From an optimization exercise on the open Yosys and OpenROAD flow, aimed at small area; shortcuts taken in it are not production practice.

==> build 8 <==
==> flow/design.v <==
module nixie_core (
    input  wire       clk,
    input  wire       rst,           
    input  wire       tick_in,       
    input  wire [7:0] btn_in,        
    input  wire       scl_i,         
    input  wire       sda_i,         
    output reg        scl_oe,        
    output reg        sda_oe,        
    output wire [5:0] anode_out,
    output wire [7:0] cathode_out
);
    reg [2:0] btn_s1, btn_s2;
    reg       scl_s1, scl_s2, sda_s1, sda_s2;
    always @(posedge clk) begin
        btn_s1 <= btn_in[2:0];
        btn_s2 <= btn_s1;
        scl_s1 <= scl_i;
        scl_s2 <= scl_s1;
        sda_s1 <= sda_i;
        sda_s2 <= sda_s1;
    end
    wire [2:0] sample = ~btn_s2;
    localparam [3:0] F_INIT_RD  = 4'd0;
    localparam [3:0] F_INIT_WR0 = 4'd1;
    localparam [3:0] F_INIT_WR7 = 4'd2;
    localparam [3:0] F_UPD_S    = 4'd3;
    localparam [3:0] F_UPD_M    = 4'd4;
    localparam [3:0] F_UPD_H    = 4'd5;
    localparam [3:0] F_DEB      = 4'd6;
    localparam [3:0] F_RSEC_WR  = 4'd7;
    localparam [3:0] F_MIN_RD   = 4'd8;
    localparam [3:0] F_MIN_WR   = 4'd9;
    localparam [3:0] F_MIN_RD2  = 4'd10;
    localparam [3:0] F_HR_RD    = 4'd11;
    localparam [3:0] F_HR_WR    = 4'd12;
    localparam [3:0] F_HR_RD2   = 4'd13;
    localparam [3:0] S_START = 4'd0;
    localparam [3:0] S_ADW   = 4'd1;
    localparam [3:0] S_RETRY = 4'd2;
    localparam [3:0] S_REG   = 4'd3;
    localparam [3:0] S_DATA  = 4'd4;
    localparam [3:0] S_RS    = 4'd5;
    localparam [3:0] S_ADR   = 4'd6;
    localparam [3:0] S_RX    = 4'd7;
    localparam [3:0] S_STOP  = 4'd8;
    localparam [3:0] S_HANG  = 4'd9;
    localparam [9:0] T_END = 10'h001;
    localparam [9:0] T_1   = 10'h200;
    localparam [9:0] T_2   = 10'h100;
    localparam [9:0] T_3   = 10'h080;
    localparam [9:0] T_4   = 10'h240;
    localparam [9:0] T_5   = 10'h120;
    localparam [9:0] T_6   = 10'h090;
    localparam [9:0] T_7   = 10'h248;
    localparam [9:0] T_999 = 10'h019;
    reg [3:0] fst;
    reg [3:0] sst;
    reg [2:0] ph;
    reg [3:0] bitn;       
    reg [9:0] timer;
    reg [6:0] rb;         
    reg [2:0] cand, conf;
    reg [2:0] stab;       
    wire [2:0] rise = cand & ~conf;
    wire       t_end = (timer == T_END);
    wire [9:0] t_next = {timer[8:0], timer[9] ^ timer[6]};
    wire is_wr = (fst == F_INIT_WR0) || (fst == F_INIT_WR7) || (fst == F_RSEC_WR) ||
                 (fst == F_MIN_WR) || (fst == F_HR_WR);
    wire f_min = (fst == F_UPD_M) || (fst == F_MIN_RD) || (fst == F_MIN_WR) || (fst == F_MIN_RD2);
    wire f_hr  = (fst == F_UPD_H) || (fst == F_HR_RD) || (fst == F_HR_WR) || (fst == F_HR_RD2);
    wire f_w7  = (fst == F_INIT_WR7);
    wire [7:0] reg_addr = {5'b00000, f_w7, f_hr | f_w7, f_min | f_w7};
    reg [7:0] mu, mt, inc_min;
    always @(*) begin
        mu = {4'h0, rb[3:0]} + 8'd1;
        mt = {5'h00, rb[6:4]};
        if (mu == 8'd10) begin
            mu = 8'd0;
            mt = mt + 8'd1;
        end
        if (mt == 8'd6)
            mt = 8'd0;
        inc_min = (mt << 4) | mu;
    end
    reg [7:0] hu, ht, inc_hr;
    always @(*) begin
        hu = {4'h0, rb[3:0]} + 8'd1;
        ht = {6'h00, rb[5:4]};
        if (hu == 8'd10) begin
            hu = 8'd0;
            ht = ht + 8'd1;
        end
        if (ht == 8'd2 && hu == 8'd4) begin
            ht = 8'd0;
            hu = 8'd0;
        end
        inc_hr = (ht << 4) | hu;
    end
    wire [7:0] wdata = (fst == F_INIT_WR0) ? {1'b0, rb} :
                       (fst == F_INIT_WR7) ? 8'h12 :
                       (fst == F_MIN_WR)   ? inc_min :
                       (fst == F_HR_WR)    ? inc_hr : 8'h00;
    wire [7:0] tx_byte = (sst == S_ADW) ? 8'hD0 :
                         (sst == S_ADR) ? 8'hD1 :
                         (sst == S_REG) ? reg_addr : wdata;
    wire tx_pull = (sst != S_RX) && !bitn[3] && !tx_byte[~bitn[2:0]];
    wire db_s = (fst == F_UPD_S) || (fst == F_RSEC_WR);
    wire db_m = (fst == F_UPD_M) || (fst == F_MIN_RD2);
    wire db_h = (fst == F_UPD_H) || (fst == F_HR_RD2);
    wire db_zero = (fst == F_RSEC_WR);
    wire [3:0] db_u = db_zero ? 4'd0 : rb[3:0];
    wire [2:0] db_t = db_zero ? 3'd0 : rb[6:4];
    reg [1:0] d_ht;
    reg [2:0] d_mt, d_st;
    reg [3:0] d_hu, d_mu, d_su;
    wire end_step = (sst == S_STOP) && (ph == 3'd3) && t_end;
    always @(posedge clk) begin
        if (rst) begin
            fst    <= F_INIT_RD;
            sst    <= S_START;
            ph     <= 3'd0;
            timer  <= T_2;
            scl_oe <= 1'b0;
            sda_oe <= 1'b0;
            cand   <= 3'd0;
        end else if (fst == F_DEB) begin
            if (!t_end)
                timer <= t_next;
            else begin
                timer <= T_999;
                if (sample == cand) begin
                    stab <= {stab[1:0], ~stab[2]};
                    if (stab == 3'b110) begin
                        if (rise[0])      begin fst <= F_RSEC_WR; timer <= T_3; end
                        else if (rise[1]) begin fst <= F_MIN_RD;  timer <= T_4; end
                        else if (rise[2]) begin fst <= F_HR_RD;   timer <= T_5; end
                        else              begin fst <= F_UPD_S;   timer <= T_6; end
                    end
                end else begin
                    cand <= sample;
                    stab <= 3'b000;
                end
            end
        end else if (sst == S_HANG) begin
        end else if (!t_end) begin
            timer <= t_next;
        end else begin
            case (sst)
                S_START: if (ph == 3'd0) begin
                    bitn <= 4'd0;
                    if (scl_s2 && sda_s2) begin
                        sda_oe <= 1'b1;
                        ph     <= 3'd1;
                        timer  <= T_4;
                    end
                end else begin
                    scl_oe <= 1'b1;
                    ph     <= 3'd0;
                    sst    <= S_ADW;
                    timer  <= T_7;
                end
                S_RS: begin
                    case (ph)
                        3'd0: sda_oe <= 1'b0;
                        3'd1: scl_oe <= 1'b0;
                        3'd2: if (scl_s2) sda_oe <= 1'b1;
                        default: scl_oe <= 1'b1;
                    endcase
                    if (ph != 3'd2 || scl_s2) begin
                        ph    <= (ph == 3'd3) ? 3'd0 : ph + 3'd1;
                        timer <= (ph == 3'd3) ? T_7 : T_4;
                        if (ph == 3'd3) sst <= S_ADR;
                    end
                end
                S_RETRY, S_STOP: begin
                    case (ph)
                        3'd0: begin
                            sda_oe <= 1'b1;
                            ph     <= 3'd1;
                            timer  <= T_4;
                        end
                        3'd1: begin
                            scl_oe <= 1'b0;
                            ph     <= 3'd2;
                            timer  <= T_4;
                        end
                        3'd2: if (scl_s2) begin
                            sda_oe <= 1'b0;
                            timer  <= T_7;
                            if (sst == S_RETRY) begin
                                sst <= S_START;
                                ph  <= 3'd0;
                            end else
                                ph  <= 3'd3;
                        end
                        default: begin
                            sst   <= S_START;
                            ph    <= 3'd0;
                            timer <= T_1;
                            case (fst)
                                F_INIT_RD:  fst <= F_INIT_WR0;
                                F_INIT_WR0: fst <= F_INIT_WR7;
                                F_INIT_WR7: fst <= F_UPD_S;
                                F_UPD_S:    fst <= F_UPD_M;
                                F_UPD_M:    fst <= F_UPD_H;
                                F_UPD_H: begin
                                    fst   <= F_DEB;
                                    conf  <= cand;
                                    cand  <= sample;
                                    stab  <= 3'b000;
                                    timer <= T_999;
                                end
                                F_RSEC_WR: begin
                                    if (rise[1])      begin fst <= F_MIN_RD; timer <= T_2; end
                                    else if (rise[2]) begin fst <= F_HR_RD;  timer <= T_3; end
                                    else              begin fst <= F_UPD_S;  timer <= T_4; end
                                end
                                F_MIN_RD:   fst <= F_MIN_WR;
                                F_MIN_WR:   fst <= F_MIN_RD2;
                                F_MIN_RD2: begin
                                    if (rise[2]) begin fst <= F_HR_RD; timer <= T_2; end
                                    else         begin fst <= F_UPD_S; timer <= T_3; end
                                end
                                F_HR_RD:    fst <= F_HR_WR;
                                F_HR_WR:    fst <= F_HR_RD2;
                                default: begin fst <= F_UPD_S; timer <= T_2; end
                            endcase
                        end
                    endcase
                end
                default: begin  
                    case (ph)
                        3'd0: begin
                            sda_oe <= tx_pull;
                            ph     <= 3'd1;
                            timer  <= T_4;
                        end
                        3'd1: begin
                            scl_oe <= 1'b0;
                            ph     <= 3'd2;
                            timer  <= T_4;
                        end
                        3'd2: if (scl_s2) begin
                            if (bitn[3])
                                bitn <= {3'b100, sda_s2};
                            else if (sst == S_RX)
                                rb <= {rb[5:0], sda_s2};
                            ph    <= 3'd3;
                            timer <= T_4;
                        end
                        3'd3: begin
                            scl_oe <= 1'b1;
                            timer  <= T_4;
                            if (bitn[3])
                                ph <= 3'd4;
                            else begin
                                bitn <= bitn + 4'd1;
                                ph   <= 3'd0;
                            end
                        end
                        default: begin
                            sda_oe <= 1'b0;
                            ph     <= 3'd0;
                            bitn   <= 4'd0;
                            timer  <= T_2;
                            case (sst)
                                S_ADW:  sst <= bitn[0] ? S_RETRY : S_REG;
                                S_REG:  sst <= bitn[0] ? S_HANG : (is_wr ? S_DATA : S_RS);
                                S_DATA: sst <= bitn[0] ? S_HANG : S_STOP;
                                S_ADR:  sst <= bitn[0] ? S_HANG : S_RX;
                                default: sst <= S_STOP;
                            endcase
                        end
                    endcase
                end
            endcase
        end
    end
    always @(posedge clk) begin
        if (rst) begin
            d_ht <= 2'd0; d_hu <= 4'd0;
            d_mt <= 3'd0; d_mu <= 4'd0;
            d_st <= 3'd0; d_su <= 4'd0;
        end else if (end_step) begin
            if (db_h) begin d_ht <= db_t[1:0]; d_hu <= db_u; end
            if (db_m) begin d_mt <= db_t;      d_mu <= db_u; end
            if (db_s) begin d_st <= db_t;      d_su <= db_u; end
        end
    end
    localparam [5:0] FT_0  = 6'h01;
    localparam [5:0] FT_30 = 6'h32;
    localparam [5:0] FT_35 = 6'h0B;
    localparam [5:0] FT_40 = 6'h2E;
    reg [5:0] frame_tick;
    reg [2:0] tube;        
    reg       anode_on;
    reg [3:0] cdig;        
    wire [5:0] tsel;       
    assign tsel[0] = ~tube[2] & ~tube[0];
    assign tsel[1] = ~tube[1] &  tube[0];
    assign tsel[2] = ~tube[2] &  tube[1];
    assign tsel[3] =  tube[2] &  tube[0];
    assign tsel[4] =  tube[1] & ~tube[0];
    assign tsel[5] =  tube[2] & ~tube[1];
    wire [3:0] next_digit = ({4{tsel[5]}} & {2'b00, d_ht}) |
                            ({4{tsel[0]}} & d_hu) |
                            ({4{tsel[1]}} & {1'b0, d_mt}) |
                            ({4{tsel[2]}} & d_mu) |
                            ({4{tsel[3]}} & {1'b0, d_st}) |
                            ({4{tsel[4]}} & d_su);
    always @(posedge clk) begin
        if (rst) begin
            frame_tick <= FT_0;
            tube       <= 3'b000;
            anode_on   <= 1'b0;
            cdig       <= 4'hF;
        end else if (tick_in) begin
            if (frame_tick == FT_0)
                anode_on <= 1'b1;
            else if (frame_tick == FT_30)
                anode_on <= 1'b0;
            else if (frame_tick == FT_35) begin
                tube <= {tube[1:0], ~tube[2]};
                cdig <= next_digit;
            end
            if (frame_tick == FT_40)
                frame_tick <= FT_0;
            else
                frame_tick <= {frame_tick[4:0], frame_tick[5] ^ frame_tick[4]};
        end
    end
    assign anode_out = {6{anode_on}} & tsel;
    wire [9:0] dsel;
    genvar k;
    generate
        for (k = 0; k < 10; k = k + 1) begin : g_dsel
            assign dsel[k] = (cdig == k);
        end
    endgenerate
    assign cathode_out[0] = dsel[0] | dsel[2] | dsel[3] | dsel[5] | dsel[6] | dsel[7] | dsel[8] | dsel[9];
    assign cathode_out[1] = dsel[0] | dsel[1] | dsel[2] | dsel[3] | dsel[4] | dsel[7] | dsel[8] | dsel[9];
    assign cathode_out[2] = dsel[0] | dsel[1] | dsel[3] | dsel[4] | dsel[5] | dsel[6] | dsel[7] | dsel[8] | dsel[9];
    assign cathode_out[3] = dsel[0] | dsel[2] | dsel[3] | dsel[5] | dsel[6] | dsel[8] | dsel[9];
    assign cathode_out[4] = dsel[0] | dsel[2] | dsel[6] | dsel[8];
    assign cathode_out[5] = dsel[0] | dsel[4] | dsel[5] | dsel[6] | dsel[8] | dsel[9];
    assign cathode_out[6] = dsel[2] | dsel[3] | dsel[4] | dsel[5] | dsel[6] | dsel[8] | dsel[9];
    assign cathode_out[7] = 1'b0;
endmodule
==> flow/run.sh <==
#!/bin/bash
# synth_recipe.tcl (not shown) runs the flow's synth.tcl, then flattens the netlist and writes it again
# the make line also repeats each setting of config.mk as NAME=value (left out here)
make -C /OpenROAD-flow-scripts/flow DESIGN_CONFIG=/design/flow/config.mk WORK_HOME=/design/flow/orfs CLKGATE_MAP_FILE= SYNTH_SCRIPT=/design/flow/synth_recipe.tcl finish
==> flow/config.mk <==
export PLATFORM = sky130hd
export DESIGN_NAME = nixie_core
export DESIGN_NICKNAME = nixie_core
export VERILOG_FILES = /design/flow/design.v
export SDC_FILE = /design/flow/constraint.sdc
export NUM_CORES = 4
export LEC_CHECK = 0
export ABC_AREA = 1
export CAP_MARGIN = 20
export CORE_MARGIN = 2
export CORE_UTILIZATION = 40
export CTS_BUF_LIST = sky130_fd_sc_hd__clkbuf_8
export CTS_CLUSTER_DIAMETER = 100
export CTS_CLUSTER_SIZE = 40
export SLEW_MARGIN = 20
==> flow/constraint.sdc <==
create_clock -name core_clock -period 10.0 [get_ports {clk}]
set_input_delay 2.0000 -clock core_clock [delete_from_list [all_inputs] [get_ports {clk}]]
set_output_delay 2.0000 -clock core_clock [all_outputs]
set_load 0.01 [all_outputs]
==> inputs of trial 2, as changes to build 8 <==
--- a/flow/design.v
+++ b/flow/design.v
@@ -23,26 +23,26 @@
     wire [2:0] sample = ~btn_s2;
-    localparam [3:0] F_INIT_RD  = 4'd0;
-    localparam [3:0] F_INIT_WR0 = 4'd1;
-    localparam [3:0] F_INIT_WR7 = 4'd2;
-    localparam [3:0] F_UPD_S    = 4'd3;
-    localparam [3:0] F_UPD_M    = 4'd4;
-    localparam [3:0] F_UPD_H    = 4'd5;
-    localparam [3:0] F_DEB      = 4'd6;
-    localparam [3:0] F_RSEC_WR  = 4'd7;
-    localparam [3:0] F_MIN_RD   = 4'd8;
-    localparam [3:0] F_MIN_WR   = 4'd9;
-    localparam [3:0] F_MIN_RD2  = 4'd10;
-    localparam [3:0] F_HR_RD    = 4'd11;
-    localparam [3:0] F_HR_WR    = 4'd12;
-    localparam [3:0] F_HR_RD2   = 4'd13;
-    localparam [3:0] S_START = 4'd0;
-    localparam [3:0] S_ADW   = 4'd1;
-    localparam [3:0] S_RETRY = 4'd2;
-    localparam [3:0] S_REG   = 4'd3;
-    localparam [3:0] S_DATA  = 4'd4;
-    localparam [3:0] S_RS    = 4'd5;
-    localparam [3:0] S_ADR   = 4'd6;
-    localparam [3:0] S_RX    = 4'd7;
-    localparam [3:0] S_STOP  = 4'd8;
-    localparam [3:0] S_HANG  = 4'd9;
+    localparam [3:0] F_INIT_RD  = 4'b0000;
+    localparam [3:0] F_INIT_WR0 = 4'b0001;
+    localparam [3:0] F_RSEC_WR  = 4'b0010;
+    localparam [3:0] F_UPD_S    = 4'b0011;
+    localparam [3:0] F_MIN_RD   = 4'b0100;
+    localparam [3:0] F_MIN_WR   = 4'b0101;
+    localparam [3:0] F_MIN_RD2  = 4'b0110;
+    localparam [3:0] F_UPD_M    = 4'b0111;
+    localparam [3:0] F_HR_RD    = 4'b1000;
+    localparam [3:0] F_HR_WR    = 4'b1001;
+    localparam [3:0] F_HR_RD2   = 4'b1010;
+    localparam [3:0] F_UPD_H    = 4'b1011;
+    localparam [3:0] F_DEB      = 4'b1100;
+    localparam [3:0] F_INIT_WR7 = 4'b1101;
+    localparam [3:0] S_START = 4'b0000;
+    localparam [3:0] S_RS    = 4'b0001;
+    localparam [3:0] S_RETRY = 4'b0010;
+    localparam [3:0] S_STOP  = 4'b0011;
+    localparam [3:0] S_HANG  = 4'b0100;
+    localparam [3:0] S_ADW   = 4'b1000;
+    localparam [3:0] S_REG   = 4'b1001;
+    localparam [3:0] S_DATA  = 4'b1010;
+    localparam [3:0] S_ADR   = 4'b1011;
+    localparam [3:0] S_RX    = 4'b1100;
     localparam [9:0] T_END = 10'h001;
@@ -63,3 +63,2 @@
     reg [2:0] cand, conf;
-    reg [2:0] stab;       
     wire [2:0] rise = cand & ~conf;
@@ -132,4 +131,4 @@
                 if (sample == cand) begin
-                    stab <= {stab[1:0], ~stab[2]};
-                    if (stab == 3'b110) begin
+                    bitn[2:0] <= {bitn[1:0], ~bitn[2]};
+                    if (bitn[2:0] == 3'b110) begin
                         if (rise[0])      begin fst <= F_RSEC_WR; timer <= T_3; end
@@ -141,3 +140,3 @@
                     cand <= sample;
-                    stab <= 3'b000;
+                    bitn[2:0] <= 3'b000;
                 end
@@ -210,3 +209,3 @@
                                     cand  <= sample;
-                                    stab  <= 3'b000;
+                                    bitn[2:0] <= 3'b000;
                                     timer <= T_999;
Settings changed: CORE_UTILIZATION 40 to 70.
==> run notes <==
* Multi-input gate count at ~490
* Max Clock Skew at ~12 ps
* Synth Area in Adders at 2.98%
* Fillers at 502
* Worst reg2reg startpoint: sst[3]$_SDFFE_PP0P_
* Synth-to-Final Area Change at 8.95%
* Status: complete, no violations
[end of results for trial 2]
==> run notes <==
* Synth Area in Adders at 2.71%
* Fillers at between 1k and 1.5k
* Max cap viols at 0
* Area contributors post-synth: dfxtp_1 28%, edfxtp_1 10%, nand2_1 9.8%
* Status: complete, no violations
* Synth-to-Final Area Change at 12.0%
* Met3 wire len at 633 um
* Max Clock Skew at roughly 7.3 ps
* Sum of buffers and inverters on the critical path at 3
* Worst reg2reg startpoint: fst[1]$_SDFFE_PP0P_
* Post-Route WL at 12.9 mm
* Worst-path fanout max at 4
[end of results for build 8]
Function was not checked in any run of this note: the RTL went through the layout flow alone.

## port drivers added, routing unchanged
The flow's constraints put no driver on any port. The routed layouts listed below were extracted and timed again, unchanged, in two steps. Step 1 assumes that a clkbuf_16 drives the clock port and a buf_2 every other input. Step 2, shift: input delay + t, output delay - t, t = (earliest + latest rising clock arrival at the registers) / 2. This alone moves slack from input paths to output paths. Slacks: ideal ports / drivers / drivers and shift; pairs: ideal ports / drivers.
run | t (ns) | setup WS [ns] | slew at the worst register clock pin (ns) | worst data-port slew with drivers (ns)
build 8 | 0.414 | 6.064 / 6.030 / 5.665 | 0.09 / 0.09 | 0.04
trial 2 | 0.398 | 5.964 / 5.931 / 6.329 | 0.09 / 0.09 | 0.03
After both steps setup and hold are still met in every run listed. For build 8, which loses most, drivers alone change the setup slack by -0.034 ns; drivers and shift together by -0.399 ns.
